Source: an optimization exercise on an open RTL-to-GDS flow (aim: small area, a short achievable clock period and few clock cycles). Production flows keep margins and buffers that such runs may drop. In this exercise RTL edits were held to simulation tests only and were not proved equivalent to the original.

**design.v**
```verilog
module cellular_automaton_engine (
    input  wire        clk,
    input  wire        rst,         
    input  wire        req_valid,
    output wire        req_ready,
    input  wire [63:0] req_data,
    output wire        rsp_valid,
    input  wire        rsp_ready,
    output wire [63:0] rsp_data
);
    localparam N = 9;
    localparam [7:0] OP_LOAD_STATE = 8'h01,
                     OP_READ_STATE = 8'h02,
                     OP_NEXT_U32   = 8'h03,
                     OP_NEXT_U64   = 8'h04,
                     OP_FILL_BYTES = 8'h05,
                     OP_SEED_U64   = 8'h06,
                     OP_SEED_BYTES = 8'h07,
                     OP_STEP       = 8'h08;
    localparam [7:0] ST_OK             = 8'h00,
                     ST_INVALID_LENGTH = 8'h01,
                     ST_ILLEGAL_CMD    = 8'h02,
                     ST_NOT_SEEDED     = 8'h03;
    localparam [63:0] PCG_MUL = 64'd6364136223846793005,
                      PCG_INC = 64'd11634580027462260723;
    localparam [3:0] S_IDLE  = 4'd0,
                     S_LOAD  = 4'd1,    
                     S_SEEDB = 4'd2,    
                     S_SEEDU = 4'd3,    
                     S_PCG   = 4'd4,    
                     S_STEP  = 4'd5,    
                     S_GEN   = 4'd6,    
                     S_HDR   = 4'd7,    
                     S_DATA  = 4'd8,    
                     S_READ  = 4'd9;    
    function [31:0] rule30w(input [31:0] x);
        rule30w = (x >> 1) ^ (x | (x << 1));
    endfunction
    function [32*N-1:0] r30p_align(input [32*N-1:0] x);
        integer k;
        begin
            for (k = 0; k < N; k = k + 1) begin
                r30p_align[32*k +: 32] = {1'b0,
                                          x[32*((k + 1) % N) + 1],
                                          x[32*k + 1 +: 29],
                                          x[32*((k + N - 1) % N) + 29]};
            end
        end
    endfunction
    function [32*N-1:0] r30p_step(input [32*N-1:0] x);
        reg [32*N-1:0] a;
        reg [32*N-1:0] t;
        integer k;
        begin
            a = r30p_align(x);
            for (k = 0; k < N; k = k + 1)
                t[32*k +: 32] = rule30w(a[32*k +: 32]) & 32'h3FFF_FFFE;
            r30p_step = r30p_align(t);
        end
    endfunction
    function [31:0] gather(input [31:0] acc, input [32*N-1:0] x);
        reg [31:0] r;
        integer k;
        begin
            r = acc;
            for (k = 0; k < N; k = k + 1)
                r = {r[30:0], r[31]} | {31'd0, x[32*k + 1]};
            gather = r;
        end
    endfunction
    reg [32*N-1:0] s;           
    reg            seeded;
    reg [3:0]  state;
    reg [3:0]  after_hdr;       
    reg [63:0] hdr;             
    reg [7:0]  opc;
    reg [31:0] arg;
    reg [31:0] cnt;             
    reg [3:0]  idx;             
    reg [1:0]  round;           
    reg        half;            
    reg [31:0] acc;
    reg [31:0] lo_word;
    reg [63:0] beat;
    reg [63:0] pcg;
    wire [7:0]  h_opc = req_data[7:0];
    wire [31:0] h_arg = req_data[63:32];
    wire [32*N-1:0] s_next = r30p_step(s);
    wire [31:0]     acc_next = gather(acc, s);
    wire [63:0] pcg_next = pcg * PCG_MUL + PCG_INC;
    wire [31:0] pcg_xs   = ((pcg_next >> 18) ^ pcg_next) >> 27;
    wire [4:0]  pcg_rot  = pcg_next[63:59];
    wire [31:0] pcg_out  = (pcg_xs >> pcg_rot) | (pcg_xs << ((6'd32 - {1'b0, pcg_rot}) & 6'd31));
    wire [3:0]  beat_bytes = (cnt >= 32'd8) ? 4'd8 : cnt[3:0];
    function [63:0] byte_mask(input [3:0] nbytes);
        integer b;
        begin
            for (b = 0; b < 8; b = b + 1)
                byte_mask[8*b +: 8] = (b < nbytes) ? 8'hFF : 8'h00;
        end
    endfunction
    function [63:0] mk_hdr(input [7:0] status, input [7:0] ropc, input [31:0] info);
        mk_hdr = {info, 16'd0, ropc, status};
    endfunction
    wire req_fire = req_valid && req_ready;
    wire rsp_fire = rsp_valid && rsp_ready;
    assign req_ready = (state == S_IDLE) || (state == S_LOAD) ||
                       (state == S_SEEDB) || (state == S_SEEDU);
    assign rsp_valid = (state == S_HDR) || (state == S_DATA) || (state == S_READ);
    assign rsp_data  = (state == S_HDR)  ? hdr :
                       (state == S_DATA) ? beat :
                       (state == S_READ) ? {32'd0, s[32*idx +: 32]} : 64'd0;
    always @(posedge clk) begin
        if (rst) begin
            state  <= S_IDLE;
            seeded <= 1'b0;
        end else begin
            case (state)
                S_IDLE: if (req_fire) begin
                    opc <= h_opc;
                    arg <= h_arg;
                    idx <= 4'd0;
                    case (h_opc)
                        OP_LOAD_STATE: begin
                            cnt <= h_arg;
                            if (h_arg == 32'd0) begin
                                hdr       <= mk_hdr(ST_INVALID_LENGTH, h_opc, N);
                                after_hdr <= S_IDLE;
                                state     <= S_HDR;
                            end else begin
                                state <= S_LOAD;
                            end
                        end
                        OP_SEED_BYTES: state <= S_SEEDB;
                        OP_SEED_U64:   state <= S_SEEDU;
                        OP_READ_STATE, OP_NEXT_U32, OP_NEXT_U64, OP_FILL_BYTES, OP_STEP: begin
                            after_hdr <= S_IDLE;
                            state     <= S_HDR;
                            if (!seeded) begin
                                hdr <= mk_hdr(ST_NOT_SEEDED, h_opc, 32'd0);
                            end else begin
                                case (h_opc)
                                    OP_READ_STATE: begin
                                        hdr       <= mk_hdr(ST_OK, h_opc, N);
                                        after_hdr <= S_READ;
                                    end
                                    OP_NEXT_U32, OP_NEXT_U64: begin
                                        hdr       <= mk_hdr(ST_OK, h_opc, 32'd1);
                                        cnt       <= (h_opc == OP_NEXT_U32) ? 32'd4 : 32'd8;
                                        after_hdr <= S_GEN;
                                    end
                                    OP_FILL_BYTES: begin
                                        hdr <= mk_hdr(ST_OK, h_opc,
                                                      ({1'b0, h_arg} + 33'd7) >> 3);
                                        cnt <= h_arg;
                                        if (h_arg != 32'd0)
                                            after_hdr <= S_GEN;
                                    end
                                    default: begin  
                                        hdr <= mk_hdr(ST_OK, h_opc, 32'd0);
                                        cnt <= h_arg;
                                        if (h_arg != 32'd0)
                                            state <= S_STEP;
                                    end
                                endcase
                            end
                            acc   <= 32'd0;
                            round <= 2'd0;
                            half  <= 1'b0;
                        end
                        default: begin
                            hdr       <= mk_hdr(ST_ILLEGAL_CMD, h_opc, 32'd0);
                            after_hdr <= S_IDLE;
                            state     <= S_HDR;
                        end
                    endcase
                end
                S_LOAD: if (req_fire) begin
                    if (arg == N)
                        s[32*idx +: 32] <= req_data[31:0];
                    idx <= idx + 4'd1;
                    cnt <= cnt - 32'd1;
                    if (cnt == 32'd1) begin
                        after_hdr <= S_IDLE;
                        state     <= S_HDR;
                        if (arg == N) begin
                            seeded <= 1'b1;
                            hdr    <= mk_hdr(ST_OK, opc, 32'd0);
                        end else begin
                            hdr    <= mk_hdr(ST_INVALID_LENGTH, opc, N);
                        end
                    end
                end
                S_SEEDB: if (req_fire) begin
                    s[64*idx +: 32] <= req_data[31:0];
                    if (idx != 4'd4)
                        s[64*idx + 32 +: 32] <= req_data[63:32];
                    idx <= idx + 4'd1;
                    if (idx == 4'd4) begin
                        seeded    <= 1'b1;
                        hdr       <= mk_hdr(ST_OK, opc, 32'd0);
                        after_hdr <= S_IDLE;
                        state     <= S_HDR;
                    end
                end
                S_SEEDU: if (req_fire) begin
                    pcg   <= req_data;
                    state <= S_PCG;
                end
                S_PCG: begin
                    pcg             <= pcg_next;
                    s[32*idx +: 32] <= pcg_out;
                    idx             <= idx + 4'd1;
                    if (idx == N - 1) begin
                        seeded    <= 1'b1;
                        hdr       <= mk_hdr(ST_OK, opc, 32'd0);
                        after_hdr <= S_IDLE;
                        state     <= S_HDR;
                    end
                end
                S_STEP: begin
                    s   <= s_next;
                    cnt <= cnt - 32'd1;
                    if (cnt == 32'd1) begin
                        after_hdr <= S_IDLE;
                        state     <= S_HDR;
                    end
                end
                S_GEN: begin
                    s     <= s_next;
                    acc   <= acc_next;
                    round <= round + 2'd1;
                    if (round == 2'd3) begin
                        acc <= 32'd0;
                        if (!half && cnt > 32'd4) begin
                            lo_word <= acc_next;
                            half    <= 1'b1;
                        end else begin
                            if (half)
                                beat <= {acc_next, lo_word} & byte_mask(beat_bytes);
                            else
                                beat <= {32'd0, acc_next} & byte_mask(beat_bytes);
                            half  <= 1'b0;
                            state <= S_DATA;
                        end
                    end
                end
                S_HDR: if (rsp_fire) begin
                    state <= after_hdr;
                end
                S_DATA: if (rsp_fire) begin
                    cnt   <= cnt - {28'd0, beat_bytes};
                    state <= (cnt <= 32'd8) ? S_IDLE : S_GEN;
                end
                S_READ: if (rsp_fire) begin
                    idx <= idx + 4'd1;
                    if (idx == N - 1)
                        state <= S_IDLE;
                end
                default: state <= S_IDLE;
            endcase
        end
    end
endmodule
```
**run.sh**
```bash
#!/bin/bash
# synth_recipe.tcl (not shown) runs the flow's synth.tcl, then flattens the netlist and writes it again
# the make line also repeats each setting of config.mk as NAME=value (left out here)
make -C /OpenROAD-flow-scripts/flow DESIGN_CONFIG=/design/flow/config.mk WORK_HOME=/design/flow/orfs CLKGATE_MAP_FILE= SYNTH_SCRIPT=/design/flow/synth_recipe.tcl finish
```
**config.mk**
```make
export PLATFORM = sky130hd
export DESIGN_NAME = cellular_automaton_engine
export DESIGN_NICKNAME = cellular_automaton_engine
export VERILOG_FILES = /design/flow/design.v
export SDC_FILE = /design/flow/constraint.sdc
export NUM_CORES = 4
export LEC_CHECK = 0
export CAP_MARGIN = 20
export CORE_MARGIN = 2
export CORE_UTILIZATION = 25
export PLACE_DENSITY = 0.35
export SLEW_MARGIN = 20
```
**constraint.sdc**
```tcl
create_clock -name core_clock -period 14.0 [get_ports {clk}]
set_input_delay 2.8000 -clock core_clock [delete_from_list [all_inputs] [get_ports {clk}]]
set_output_delay 2.8000 -clock core_clock [all_outputs]
set_load 0.01 [all_outputs]
```
==> results.txt <==
==> final timing paths <==
check                from          end  slack, ps  depth (start not counted)
setup reg to reg  pcg[18]       s[213]        680                         37
hold / removal    acc[15]  lo_word[24]        500                          0
hold reg to reg   acc[15]  lo_word[24]        500                          0
setup / recovery  pcg[18]       s[213]        680                         37
==> registers in the layout, indices dropped and copies added, names as in the netlist, 4 cells and up <==
signal	cells
s	288
beat	64
pcg	64
hdr	40
acc	32
arg	32
cnt	32
lo_word	32
opc	8
idx	4
state	4
==> critical path: cells and delay by family (launching register included) <==
family / cells / cell delay (ps)
buffers and inverters: 12 / 1480
XOR/XNOR: 2 / 1440
flip-flops: 1 / 330
adder cells (fa/ha/maj): 11 / 5640
multiplexers: 2 / 520
AND/OR/NAND/NOR: 1 / 420
AO/OA/AOI/OAI: 9 / 3190
==> kinds of logic after synthesis <==
kind of cell | Yosys count
buffers and inverters | 1731
AO/OA/AOI/OAI | 1665
AND/OR/NAND/NOR | 1579
adder cells (fa/ha/maj) | 1543
flip-flops | 606
XOR/XNOR | 413
multiplexers | 264
other | 1
==> final cells by class <==
class / instances / share of cell area [%]
multi-input combinational: 5465 / 60.1
sequential: 606 / 20.9
tap: 4100 / 5.91
inverter: 1332 / 5.76
timing repair buffer: 402 / 3.97
clock buffer: 96 / 2.50
clock inverter: 59 / 0.814
antenna: 11 / 0.0317
==> per-stage QoR <==
stage          cells  utilization, %
6_report       12100            28.4
2_1_floorplan   7802               -
4_1_cts        12100            28.4
3_3_place_gp   11900            27.4
3_5_place_dp   11900            27.5
5_1_grt        12100            28.4
==> layout by cell type, fill, tap and decap left out, drive strengths merged, types with 46 or more instances in the layout <==
master,netlist,final
clkdlybuf4s50,0,130
fa,950,950
mux2i,183,183
o211ai,46,46
clkbuf,317,96
nor3,79,79
nor2,606,606
inv,1331,1332
buf,82,272
o21ai,546,546
ha,593,593
xor2,93,93
nand3,80,80
a222oi,183,183
a22oi,55,55
and2,65,65
nand2,522,522
xnor2,310,310
a21oi,290,290
edfxtp,601,601
a22o,59,59
o22ai,59,59
==> routing by layer <==
metal | GRT usage (%) | routed length (um)
met5 | 0 | 147
met4 | 7.05 | 12200
met3 | 4.48 | 29800
met2 | 39.2 | 177000
met1 | 37.7 | 188000
==> impl_metrics.tcl <==
set metrics [dict create \
    wire_per_inst_um 33.8 \
    grt.overflow.total 0 \
    die_h_um 557 \
    cts_tree "yes" \
    clock_sinks 606 \
    start_kind "flop" \
    fp.coreArea_mm2 0.305 \
    crit_slowest_cell "xor2_1" \
    synth_area_leaders "fa_1, edfxtp_1, ha_1" \
    fin_crit_sh_pct 95.2 \
    cts-resized-gates 0 \
    synthSimpleGateAreaFrac_pct 9.13 \
    grt_max_degree 151 \
    rsz0062_at_grt "no" \
    synth-edff-count 601 \
    hold_slack_ps 502 \
    grt_pass1_wl_mm 558 \
    cts_buffers 84 \
    drv_slew 0 \
    fmax_ghz 0.0751 \
    ys_seq_elements 606 \
    synth_fa_ha_area_share_pct 34.6 \
    synth.most_common_cell "inv_1" \
    dr.pass1.iters 10 \
    drc 0 \
    synth_top_family_by_area "adder cells" \
    cts.path.max_buffers 3 \
    die-area_mm2 0.310 \
    netlist_area_mm2 0.0765 \
    crit_required_ps 14470 \
    yosys.area.top_type "fa_1" \
    synthXorXnorAreaFrac_pct 4.95 \
    finalSetupTns_ps 0 \
    max_slew_margin_pct 10.6 \
    period_needed_ps 13320 \
    setup_violations 0 \
    vias_per_cell 5.31 \
    syn2layout_area_growth_pct 13.4 \
    num_io_pins 134 \
    root_buffer "clkbuf_16" \
    yosysSeqAreaShare_pct 23.7 \
    clock_latency_ps 750 \
    wl_mm 407 \
    hold_violations 0 \
    async_reset_ff_share_pct 0 \
    numPortBuffers 133 \
    postRouteAntennaNets 0 \
    gp_congestion 0.948 \
    placed_area_mm2 0.0838 \
    cap_viol_max_count 0 \
    fill_cells 32300 \
    register_area_mm2 0.0181 \
    htree_levels 3 \
    yosysTopAreaCellShare_pct 24.9 \
    worst_pin_slew_ps 1330 \
    cpPeakStageDelay_ps 770 \
    vias 64100 \
    clkSlewWorstSetupHoldPaths_ps 80 \
    finalNetCount 9502 \
    synthCells 7802 \
    drive_gt1_share_pct 7.49 \
    yosys_warnings 1 \
    synth_compound_area_share_pct 14.8 \
    dpl.hpwl_mm 322 \
    post_cts_buffers 0 \
    status "complete, no violations" \
    chipWidth_um 557 \
    fin_skew_ps 47.2 \
    pre_cts_ws_ps 924 \
    end_kind "flop" \
    avgSynthCellArea_um2 9.80 \
    antenna_found_initial 34 \
    row_count 203 \
    grt_pass1_vias 64400 \
    synthTopCellsByCount "inv_1, fa_1, nor2_1" \
    grt_use_total_pct 25.9 \
    worstPathMaxFanout 17 \
    netlist-cell-type-count 104 \
    setup_slack_ps 676 \
    synth_fp_nets 9413 \
    synth_ff_type "edfxtp_1" \
    holdCritPathClass "flop to flop" \
    drt_iter0_drc 8175 \
    worstPathArrival_ps 13790 \
    fin_area_mm2 0.0867 \
    path_class "flop to flop" \
    cts_hold_buffers 0 \
    multi_input_area_mm2 0.0521 \
    initial_core_util_pct 25.1 \
    synthMuxAreaShare_pct 4.17 \
]
Testbench counts, summed over its fixed seeds: cycles 6,631.

## afterwards: timing with drivers on the ports
How much do the figures lean on ideal ports? The routed layout below was timed once more, with nothing changed but the port constraints. Step 1 (the two cells are an assumption about what drives the block):
set clk [get_ports {clk}]
set_driving_cell -lib_cell sky130_fd_sc_hd__clkbuf_16 $clk
set_driving_cell -lib_cell sky130_fd_sc_hd__buf_2 [delete_from_list [all_inputs] $clk]
Step 2, shift: input delay + t, output delay - t, t = (earliest + latest rising clock arrival at the registers) / 2. This alone moves slack from input paths to output paths. a / b / c = no drivers / after step 1 / after step 2; a / b = the first two.
shift t [ns]: 0.833
setup slack, ns: 0.676 / 0.676 / 0.676
worst register clock-pin slew, ns: 0.08 / 0.08
After both steps this run still meets setup and hold. For this run, drivers alone change the setup slack by 0.000 ns; drivers and shift together by 0.000 ns.
